From an optimization exercise on the open Yosys and OpenROAD flow, aimed at small area; shortcuts taken in it are not production practice. The RTL was checked by simulation tests, not by an equivalence proof against the original design. Power and IR drop assume default switching activity. The clock port is modelled as an ideal driver; clocking choices that lean on that would not hold on a real chip.

Design ca_core, start of the top module:
module ca_core (
    input  wire        clk,
    input  wire        rst,           
    output wire        imem_re,
    output wire [9:0]  imem_addr,
    input  wire [15:0] imem_rdata,
    output wire        dmem_re,
    output wire        dmem_we,
    output wire [15:0] dmem_addr,
    output wire [7:0]  dmem_wdata,
    input  wire [7:0]  dmem_rdata,
    output wire        halted,
    output wire        fault,
    output wire [15:0] fault_pc,
    output wire [15:0] fault_word,
    output wire        eff_valid,
    output wire [15:0] eff_pc,
    output wire        eff_reg_we,
    output wire [5:0]  eff_reg_idx,
    output wire [7:0]  eff_reg_val,
    output wire        eff_mem_we,
    output wire [10:0] eff_mem_addr,
    output wire [7:0]  eff_mem_val,
    output wire        eff_redirect,
    output wire [15:0] eff_target,
    output wire [4:0]  eff_sreg,
    output wire [4:0]  obs_sreg
);
    reg  [255:0] ring0;           
    reg  [255:0] ring1;           
    reg  [4:0]   cnt;             
    reg          clr;             
    reg  [9:0]   pc;
    reg          ovf;             
    reg          bvalid;          
    reg  [7:0]   breg;
    reg          sr_z, sr_n, sr_c, sr_v, sr_s;
    wire [15:0] w  = imem_rdata;
    wire [3:0]  op = w[15:12];
    wire [5:0]  rs = w[11:6];
    wire [5:0]  lo = w[5:0];
    wire op_add  = (op == 4'd0);
    wire op_sub  = (op == 4'd1);
    wire op_mul  = (op == 4'd2);
    wire op_movi = (op == 4'd3);
    wire op_beqz = (op == 4'd4);
    wire op_andi = (op == 4'd5);
    wire op_eor  = (op == 4'd6);
    wire op_br   = (op == 4'd7);
    wire op_sal  = (op == 4'd8);
    wire op_sar  = (op == 4'd9);
    wire op_ldr  = (op == 4'd10);
    wire op_str  = (op == 4'd11);
  ...
Size in the first run: ~1400 cells after synthesis, roughly 540 flip-flops, ~180 I/O pins, about 17000 sq um of cells after synthesis.
make LEC_CHECK=0 CAP_MARGIN=20 CORE_MARGIN=2 CORE_UTILIZATION=60 CTS_BUF_LIST=sky130_fd_sc_hd__clkbuf_4 SLEW_MARGIN=20 finish   # period 10.0 ns
run.sh (not shown) runs the stock make flow with config.mk's settings and CLKGATE_MAP_FILE= SYNTH_SCRIPT=/design/flow/synth_recipe.tcl, a recipe that flattens the netlist after the stock synthesis.
Then changed:
Settings changed: CORE_UTILIZATION 60 to 30, CTS_BUF_LIST sky130_fd_sc_hd__clkbuf_4 to default.
After rerunning: Wire length shrinks by 3.3%. Register-to-register slack gains 0.17 ns. Cell count grows by 13%. Via count shrinks by 7.0%. Maximum frequency stays flat.
Then changed:
Settings changed: CORE_UTILIZATION 30 to 50, CTS_BUF_LIST from default to sky130_fd_sc_hd__clkbuf_2 sky130_fd_sc_hd__clkbuf_4, GPL_TIMING_DRIVEN from default to 0.
Effect: Global-route usage grows by 8.0 points; final area drops by about 2.4%; setup slack stays flat; critical path depth came out higher by 3; maximum frequency hardly moves; power fell by about 10%; count of clock-buffer cells in the layout rose by 98.

* * *

The RTL this note starts from:
==> flow/design.v <==
module ca_core (
    input  wire        clk,
    input  wire        rst,           
    output wire        imem_re,
    output wire [9:0]  imem_addr,
    input  wire [15:0] imem_rdata,
    output wire        dmem_re,
    output wire        dmem_we,
    output wire [15:0] dmem_addr,
    output wire [7:0]  dmem_wdata,
    input  wire [7:0]  dmem_rdata,
    output wire        halted,
    output wire        fault,
    output wire [15:0] fault_pc,
    output wire [15:0] fault_word,
    output wire        eff_valid,
    output wire [15:0] eff_pc,
    output wire        eff_reg_we,
    output wire [5:0]  eff_reg_idx,
    output wire [7:0]  eff_reg_val,
    output wire        eff_mem_we,
    output wire [10:0] eff_mem_addr,
    output wire [7:0]  eff_mem_val,
    output wire        eff_redirect,
    output wire [15:0] eff_target,
    output wire [4:0]  eff_sreg,
    output wire [4:0]  obs_sreg
);
    reg  [255:0] ring0;           
    reg  [255:0] ring1;           
    reg  [4:0]   cnt;             
    reg          clr;             
    reg  [9:0]   pc;
    reg          ovf;             
    reg          bvalid;          
    reg  [7:0]   breg;
    reg          sr_z, sr_n, sr_c, sr_v, sr_s;
    wire [15:0] w  = imem_rdata;
    wire [3:0]  op = w[15:12];
    wire [5:0]  rs = w[11:6];
    wire [5:0]  lo = w[5:0];
    wire op_add  = (op == 4'd0);
    wire op_sub  = (op == 4'd1);
    wire op_mul  = (op == 4'd2);
    wire op_movi = (op == 4'd3);
    wire op_beqz = (op == 4'd4);
    wire op_andi = (op == 4'd5);
    wire op_eor  = (op == 4'd6);
    wire op_br   = (op == 4'd7);
    wire op_sal  = (op == 4'd8);
    wire op_sar  = (op == 4'd9);
    wire op_ldr  = (op == 4'd10);
    wire op_str  = (op == 4'd11);
    wire rfmt    = op_add | op_sub | op_mul | op_eor | op_br;
    wire invalid = op[3] & op[2];
    wire endw    = (w == 16'h0000);
    wire [7:0] h0 = clr ? 8'h00 : ring0[7:0];
    wire [7:0] h1 = clr ? 8'h00 : ring1[7:0];
    wire [7:0] a     = rs[5] ? h1 : h0;
    wire [7:0] bhead = lo[5] ? h1 : h0;
    wire       rs_hit = (cnt == rs[4:0]);
    wire       rt_hit = (cnt == lo[4:0]);
    wire       shift  = op_sal | op_sar;
    wire       big    = lo[5] | lo[4] | lo[3];
    wire [7:0] onehot = big ? 8'h00 : (8'h01 << lo[2:0]);
    wire [7:0] bsrc   = rfmt ? bhead : shift ? onehot : {lo[5], lo[5], lo};
    wire       bready = !rfmt || rt_hit;
    wire [7:0] b      = breg;
    wire exec = !ovf && !invalid && !endw && rs_hit && bvalid;
    wire [7:0] bx   = op_sub ? ~b : b;
    wire [8:0] sum  = {1'b0, a} + {1'b0, bx} + {8'd0, op_sub};
    wire [7:0] arev  = {a[0], a[1], a[2], a[3], a[4], a[5], a[6], a[7]};
    wire [7:0] fill  = big ? 8'hff : (8'h01 << lo[2:0]) - 8'h01;
    wire [7:0] mx    = op_sar ? arev : a;
    wire [7:0] pp [0:7];
    genvar gj, gk;
    generate for (gj = 0; gj < 8; gj = gj + 1) begin : g_pp
        assign pp[gj] = b[gj] ? (mx << gj) : 8'd0;
    end endgenerate
    wire [7:0] rs_ [0:7];
    wire [7:0] rc_ [0:7];
    assign rs_[0] = pp[0];
    assign rc_[0] = 8'd0;
    generate for (gj = 1; gj < 8; gj = gj + 1) begin : g_row
        for (gk = 0; gk < 8; gk = gk + 1) begin : g_col
            wire x = rs_[gj-1][gk];
            wire y = pp[gj][gk];
            wire z = (gk == 0) ? 1'b0 : rc_[gj-1][gk-1];
            assign rs_[gj][gk] = x ^ y ^ z;
            assign rc_[gj][gk] = (x & y) | (z & (x ^ y));
        end
    end endgenerate
    wire [8:0] fc;
    wire [7:0] prod;
    assign fc[0] = 1'b0;
    generate for (gk = 0; gk < 8; gk = gk + 1) begin : g_fin
        wire x = rs_[7][gk];
        wire z = (gk == 0) ? 1'b0 : rc_[7][gk-1];
        assign prod[gk] = x ^ z ^ fc[gk];
        assign fc[gk+1] = (x & z) | (fc[gk] & (x ^ z));
    end endgenerate
    wire [7:0] prs   = prod | (fill & {8{a[7] & op_sar}});
    wire [7:0] srev  = {prs[0], prs[1], prs[2], prs[3], prs[4], prs[5], prs[6], prs[7]};
    reg [7:0] r;
    always @(*) begin
        case (op)
            4'd0, 4'd1: r = sum[7:0];
            4'd2, 4'd8: r = prod;
            4'd5:       r = a & b;
            4'd6:       r = a ^ b;
            4'd9:       r = srev;
            4'd10:      r = dmem_rdata;
            default:    r = b;
        endcase
    end
    wire wr_reg = op_add | op_sub | op_mul | op_movi | op_andi | op_eor |
                  op_sal | op_sar | op_ldr;
    wire wr_zn  = op_add | op_sub | op_mul | op_andi | op_eor | op_sal | op_sar;
    wire wr_cvs = op_add | op_sub;
    wire c_new = op_sub ? !sum[8] : sum[8];
    wire v_new = (a[7] == bx[7]) && (sum[7] != a[7]);
    wire new_z = wr_zn  ? (r == 8'h00)   : sr_z;
    wire new_n = wr_zn  ? r[7]           : sr_n;
    wire new_c = wr_cvs ? c_new          : sr_c;
    wire new_v = wr_cvs ? v_new          : sr_v;
    wire new_s = wr_cvs ? (r[7] ^ v_new) : sr_s;
    wire        taken_beqz = op_beqz && (a == 8'h00);
    wire [5:0]  offs = taken_beqz ? lo : 6'd0;
    wire        neg  = taken_beqz & lo[5];
    wire [16:0] ic;
    wire [15:0] inc;
    wire [15:0] ia = {6'd0, pc};
    wire [15:0] ib = {{10{neg}}, offs};
    assign ic[0] = 1'b1;
    genvar gi;
    generate for (gi = 0; gi < 16; gi = gi + 1) begin : g_inc
        assign inc[gi]    = ia[gi] ^ ib[gi] ^ ic[gi];
        assign ic[gi + 1] = (ia[gi] & ib[gi]) | (ic[gi] & (ia[gi] ^ ib[gi]));
    end endgenerate
    wire        redirect = taken_beqz | op_br;
    wire [15:0] target   = op_br ? {a, b} : inc;
    wire w0 = exec && wr_reg && !rs[5];
    wire w1 = exec && wr_reg &&  rs[5];
    always @(posedge clk) begin
        ring0 <= {(w0 ? r : h0), ring0[255:8]};
        ring1 <= {(w1 ? r : h1), ring1[255:8]};
        if (!bvalid)
            breg <= bsrc;
        if (rst) begin
            cnt    <= 5'd0;
            clr    <= 1'b1;
            pc     <= 10'd0;
            ovf    <= 1'b0;
            bvalid <= 1'b0;
            sr_z   <= 1'b0;
            sr_n   <= 1'b0;
            sr_c   <= 1'b0;
            sr_v   <= 1'b0;
            sr_s   <= 1'b0;
        end else begin
            cnt <= cnt + 5'd1;
            if (cnt == 5'd31)
                clr <= 1'b0;
            bvalid <= !exec && (bvalid || bready);
            if (exec) begin
                sr_z <= new_z;
                sr_n <= new_n;
                sr_c <= new_c;
                sr_v <= new_v;
                sr_s <= new_s;
                pc   <= target[9:0];
                ovf  <= |target[15:10];
            end
        end
    end
    assign imem_re   = 1'b1;
    assign imem_addr = pc;
    assign dmem_re    = 1'b1;
    assign dmem_we    = exec && op_str;
    assign dmem_addr  = {{10{lo[5]}}, lo};
    assign dmem_wdata = a;
    assign halted     = ovf || endw;
    assign fault      = !ovf && invalid;
    assign fault_pc   = {6'd0, pc};
    assign fault_word = w;
    assign eff_valid    = exec;
    assign eff_pc       = {6'd0, pc};
    assign eff_reg_we   = wr_reg;
    assign eff_reg_idx  = rs;
    assign eff_reg_val  = r;
    assign eff_mem_we   = op_str && !lo[5];
    assign eff_mem_addr = {{5{lo[5]}}, lo};
    assign eff_mem_val  = a;
    assign eff_redirect = redirect;
    assign eff_target   = target;
    assign eff_sreg     = {new_c, new_v, new_n, new_s, new_z};
    assign obs_sreg = {sr_c, sr_v, sr_n, sr_s, sr_z};
endmodule
==> flow/config.mk <==
export PLATFORM = sky130hd
export DESIGN_NAME = ca_core
export DESIGN_NICKNAME = ca_core
export VERILOG_FILES = /design/flow/design.v
export SDC_FILE = /design/flow/constraint.sdc
export NUM_CORES = 4
export LEC_CHECK = 0
export ABC_AREA = 1
export CAP_MARGIN = 20
export CORE_MARGIN = 2
export CORE_UTILIZATION = 70
export GPL_TIMING_DRIVEN = 0
export SLEW_MARGIN = 20
==> flow/constraint.sdc <==
create_clock -name core_clock -period 10.0 [get_ports {clk}]
set_input_delay 2.0000 -clock core_clock [delete_from_list [all_inputs] [get_ports {clk}]]
set_output_delay 2.0000 -clock core_clock [all_outputs]
set_load 0.01 [all_outputs]
standard.sh (not shown) runs the stock make flow with config.mk's settings and CLKGATE_MAP_FILE= SYNTH_SCRIPT=/design/flow/synth_recipe.tcl, a recipe that flattens the netlist after the stock synthesis.
==> flow/flow/run.sh <==
#!/bin/bash
# The standard layout (standard.sh) with these changes:
#  - synthesis is the standard synthesis except that ABC maps the logic
#    for area with flow/area.abc (flow/synth_area.tcl); registers are mapped
#    exactly as in the standard synthesis,
#  - the netlist's buffers are removed at floorplan (REMOVE_ABC_BUFFERS),
#  - ports are buffered with sky130_fd_sc_hd__buf_1,
#  - clock tree synthesis builds larger sink clusters and adds no dummy loads.
# Every tool's output goes to standard.log (ORFS keeps per-step logs too).
set -uo pipefail
here=$(pwd)
export BUFFER_PORTS_ARGS="-buffer_cell sky130_fd_sc_hd__buf_1"
export REMOVE_ABC_BUFFERS=1
export CTS_ARGS="-sink_clustering_enable -repair_clock_nets -dont_use_dummy_load -buf_list sky130_fd_sc_hd__clkbuf_16 -sink_clustering_size 30 -sink_clustering_max_diameter 100"
export AREA_ABC_SCRIPT="$here/flow/area.abc"
sed "s#SYNTH_SCRIPT=[^ ]*#SYNTH_SCRIPT=$here/flow/synth_area.tcl#" standard.sh > area_standard.sh
if ! grep -q "SYNTH_SCRIPT=$here/flow/synth_area.tcl" area_standard.sh; then
  echo "could not point standard.sh at flow/synth_area.tcl" >&2
  exit 1
fi
bash area_standard.sh > standard.log 2>&1
==> flow/flow/area.abc <==
strash
dch -f
amap
==> flow/flow/synth_area.tcl <==
# The standard synthesis (synth_recipe.tcl), except that ABC maps for
# area with the script in area.abc instead of ORFS's abc_area.script.
proc synth {args} { yosys synth -nofsm -noshare {*}$args }
proc abc {args} {
  set i [lsearch -exact $args -script]
  if {$i >= 0} {
    set args [lreplace $args $i [expr {$i + 1}] -script $::env(AREA_ABC_SCRIPT)]
  }
  yosys abc {*}$args
}
source $::env(SCRIPTS_DIR)/synth.tcl
# left out here: clear keep_hierarchy, flatten, clean up, hide names made inside functions, write 1_2_yosys.v
Change:
--- a/flow/flow/run.sh
+++ b/flow/flow/run.sh
@@ -14 +14,2 @@
-export CTS_ARGS="-sink_clustering_enable -repair_clock_nets -dont_use_dummy_load -buf_list sky130_fd_sc_hd__clkbuf_16 -sink_clustering_size 30 -sink_clustering_max_diameter 100"
+export SKIP_REPAIR_TIE_FANOUT=1
+export CTS_ARGS="-sink_clustering_enable -repair_clock_nets -dont_use_dummy_load -buf_list sky130_fd_sc_hd__clkbuf_16 -sink_clustering_size 34 -sink_clustering_max_diameter 100"
CAP_MARGIN = 5   (was 20)
CORE_UTILIZATION = 55   (was 70)
SLEW_MARGIN = 5   (was 20)
After rerunning: The new run finished clean. Clock-buffer cell count decreases by 2. Power decreases by about 1.8%. Core utilization decreases by 16 points. Sequential share of layout area is about the same.
Change:
==> flow/flow/run.sh (replaced) <==
#!/bin/bash
# Standard ORFS layout (the standard.sh) with three changes:
#  - ports are buffered with sky130_fd_sc_hd__buf_1 instead of the default
#    buffer_ports choice,
#  - the netlist's buffers are removed at floorplan, placement is not
#    timing driven,
#  - clock tree synthesis builds larger sink clusters and adds no dummy loads.
set -uo pipefail
export BUFFER_PORTS_ARGS="-buffer_cell sky130_fd_sc_hd__buf_1"
export REMOVE_ABC_BUFFERS=1
export CTS_ARGS="-sink_clustering_enable -repair_clock_nets -dont_use_dummy_load -buf_list sky130_fd_sc_hd__clkbuf_16 -sink_clustering_size 30 -sink_clustering_max_diameter 100"
bash standard.sh > standard.log 2>&1
CAP_MARGIN = 20   (was 5)
SLEW_MARGIN = 20   (was 5)
removed: flow/flow/area.abc
removed: flow/flow/synth_area.tcl
The new run produced a clean layout.
Die area is higher by 4.8%.
Hold slack gains 0.016 ns.
Combinational power came out lower by 12%.
Cell count is higher by 15%.
Global-route usage goes up by 0.77 points.
Core utilization shrinks by 0.32 points.
Final area grows by 3.7%.
Non-clock buffer count goes down by 6.

* * *

// ca_core: RTL as listed in full above, without the edits since
==> flow/config.mk <==
export PLATFORM = sky130hd
export DESIGN_NAME = ca_core
export DESIGN_NICKNAME = ca_core
export VERILOG_FILES = /design/flow/design.v
export SDC_FILE = /design/flow/constraint.sdc
export NUM_CORES = 4
export LEC_CHECK = 0
export ABC_AREA = 1
export CAP_MARGIN = 20
export CORE_MARGIN = 2
export CORE_UTILIZATION = 55
export GPL_TIMING_DRIVEN = 0
export SLEW_MARGIN = 20
==> flow/constraint.sdc <==
create_clock -name core_clock -period 10.0 [get_ports {clk}]
set_input_delay 2.0000 -clock core_clock [delete_from_list [all_inputs] [get_ports {clk}]]
set_output_delay 2.0000 -clock core_clock [all_outputs]
set_load 0.01 [all_outputs]
==> flow/flow/run.sh <==
#!/bin/bash
# The standard layout (standard.sh) with these changes:
#  - synthesis is the standard synthesis except that ABC maps the logic
#    for area with flow/area.abc (flow/synth_area.tcl); registers are mapped
#    exactly as in the standard synthesis,
#  - the netlist's buffers are removed at floorplan (REMOVE_ABC_BUFFERS),
#  - constant outputs share tie cells (SKIP_REPAIR_TIE_FANOUT),
#  - ports are buffered with sky130_fd_sc_hd__buf_1,
#  - clock tree synthesis builds larger sink clusters and adds no dummy loads.
# Every tool's output goes to standard.log (ORFS keeps per-step logs too).
set -uo pipefail
here=$(pwd)
export BUFFER_PORTS_ARGS="-buffer_cell sky130_fd_sc_hd__buf_1"
export REMOVE_ABC_BUFFERS=1
export SKIP_REPAIR_TIE_FANOUT=1
export CTS_ARGS="-sink_clustering_enable -repair_clock_nets -dont_use_dummy_load -buf_list sky130_fd_sc_hd__clkbuf_16 -sink_clustering_size 34 -sink_clustering_max_diameter 100"
export AREA_ABC_SCRIPT="$here/flow/area.abc"
sed "s#SYNTH_SCRIPT=[^ ]*#SYNTH_SCRIPT=$here/flow/synth_area.tcl#" standard.sh > area_standard.sh
if ! grep -q "SYNTH_SCRIPT=$here/flow/synth_area.tcl" area_standard.sh; then
  echo "could not point standard.sh at flow/synth_area.tcl" >&2
  exit 1
fi
bash area_standard.sh > standard.log 2>&1
==> flow/flow/area.abc <==
strash
dch -f
amap
==> flow/flow/synth_area.tcl <==
# The standard synthesis (synth_recipe.tcl), except that ABC maps for
# area with the script in area.abc instead of ORFS's abc_area.script.
proc synth {args} { yosys synth -nofsm -noshare {*}$args }
proc abc {args} {
  set i [lsearch -exact $args -script]
  if {$i >= 0} {
    set args [lreplace $args $i [expr {$i + 1}] -script $::env(AREA_ABC_SCRIPT)]
  }
  yosys abc {*}$args
}
source $::env(SCRIPTS_DIR)/synth.tcl
# left out here: clear keep_hierarchy, flatten, clean up, hide names made inside functions, write 1_2_yosys.v
The first run ran to the end with no violations.
Rerun with:
==> flow/flow/run.sh (replaced) <==
#!/bin/bash
# The standard layout (standard.sh) with these changes:
#  - synthesis is the standard synthesis except that ABC maps the logic
#    for area with flow/area.abc (flow/synth_area.tcl); registers are mapped
#    exactly as in the standard synthesis; full adders are not extracted
#    (ADDER_MAP_FILE empty), so ABC maps the adders too,
#  - the netlist's buffers are removed at floorplan (REMOVE_ABC_BUFFERS),
#  - ports are buffered with sky130_fd_sc_hd__buf_1,
#  - clock tree synthesis builds larger sink clusters and adds no dummy loads.
# Every tool's output goes to standard.log (ORFS keeps per-step logs too).
set -uo pipefail
here=$(pwd)
export BUFFER_PORTS_ARGS="-buffer_cell sky130_fd_sc_hd__buf_1"
export REMOVE_ABC_BUFFERS=1
export CTS_ARGS="-sink_clustering_enable -repair_clock_nets -dont_use_dummy_load -buf_list sky130_fd_sc_hd__clkbuf_16 -sink_clustering_size 30 -sink_clustering_max_diameter 100"
export AREA_ABC_SCRIPT="$here/flow/area.abc"
sed "s#SYNTH_SCRIPT=[^ ]*#SYNTH_SCRIPT=$here/flow/synth_area.tcl ADDER_MAP_FILE=#" standard.sh > area_standard.sh
if ! grep -q "SYNTH_SCRIPT=$here/flow/synth_area.tcl" area_standard.sh; then
  echo "could not point standard.sh at flow/synth_area.tcl" >&2
  exit 1
fi
bash area_standard.sh > standard.log 2>&1
=>
- via count is higher by 12%
- setup slack is about the same
- die area is lower by 0.68%
- register-to-register slack is worse by 0.09 ns
- clock power is higher by about 7%
- maximum frequency barely changes
- area after synthesis is lower by about 0.7%
- cell area is higher by about 3.3%
- global-route usage is higher by 0.70 points
- wire length is higher by 6.8%

port drivers added, routing unchanged:
How much do the figures lean on ideal ports? The routed layouts below were timed once more, with nothing changed but the port constraints.
Step 1 assumes that a clkbuf_16 drives the clock port and a buf_2 every other input.
Step 2 moves the port delays by t, midway between the first and last clock arrival at a register: inputs arrive t later, outputs are due t later. That takes back most of the time a late clock gives input paths.
Slacks: no drivers / after step 1 / after step 2; pairs: no drivers / after step 1.
run | shift t [ns] | slack for setup (ns) | hold slack, ns | worst setup path after step 2 | worst register clock-pin slew, ns
the first run of note 1 | 0.805 | 0.224 / 0.197 / 0.197 | 0.284 / 0.284 / 0.284 | input to output | 0.08 / 0.08
the second run of note 1 | 0.627 | 0.203 / 0.154 / 0.154 | 0.305 / 0.305 / 0.305 | input to output | 0.07 / 0.07
the third run of note 1 | 0.763 | 0.204 / 0.100 / 0.100 | 0.276 / 0.276 / 0.276 | input to output | 0.07 / 0.07
the first run of note 2 | 0.568 | 0.278 / 0.245 / 0.245 | 0.308 / 0.308 / 0.308 | input to output | 0.11 / 0.11
the second run of note 2 | 0.552 | 0.349 / 0.325 / 0.325 | 0.307 / 0.307 / 0.307 | input to output | 0.11 / 0.11
the third run of note 2 | 0.578 | 0.318 / 0.292 / 0.292 | 0.323 / 0.323 / 0.323 | input to output | 0.11 / 0.11
the first run of note 3 | 0.554 | 0.291 / 0.267 / 0.267 | 0.305 / 0.305 / 0.305 | input to output | 0.11 / 0.11
the second run of note 3 | 0.553 | 0.288 / 0.250 / 0.250 | 0.262 / 0.262 / 0.262 | input to output | 0.11 / 0.11
After both steps setup and hold are still met in every run listed. For the third run of note 1, which loses most, drivers alone change the setup slack by -0.104 ns; drivers and shift together by -0.104 ns.
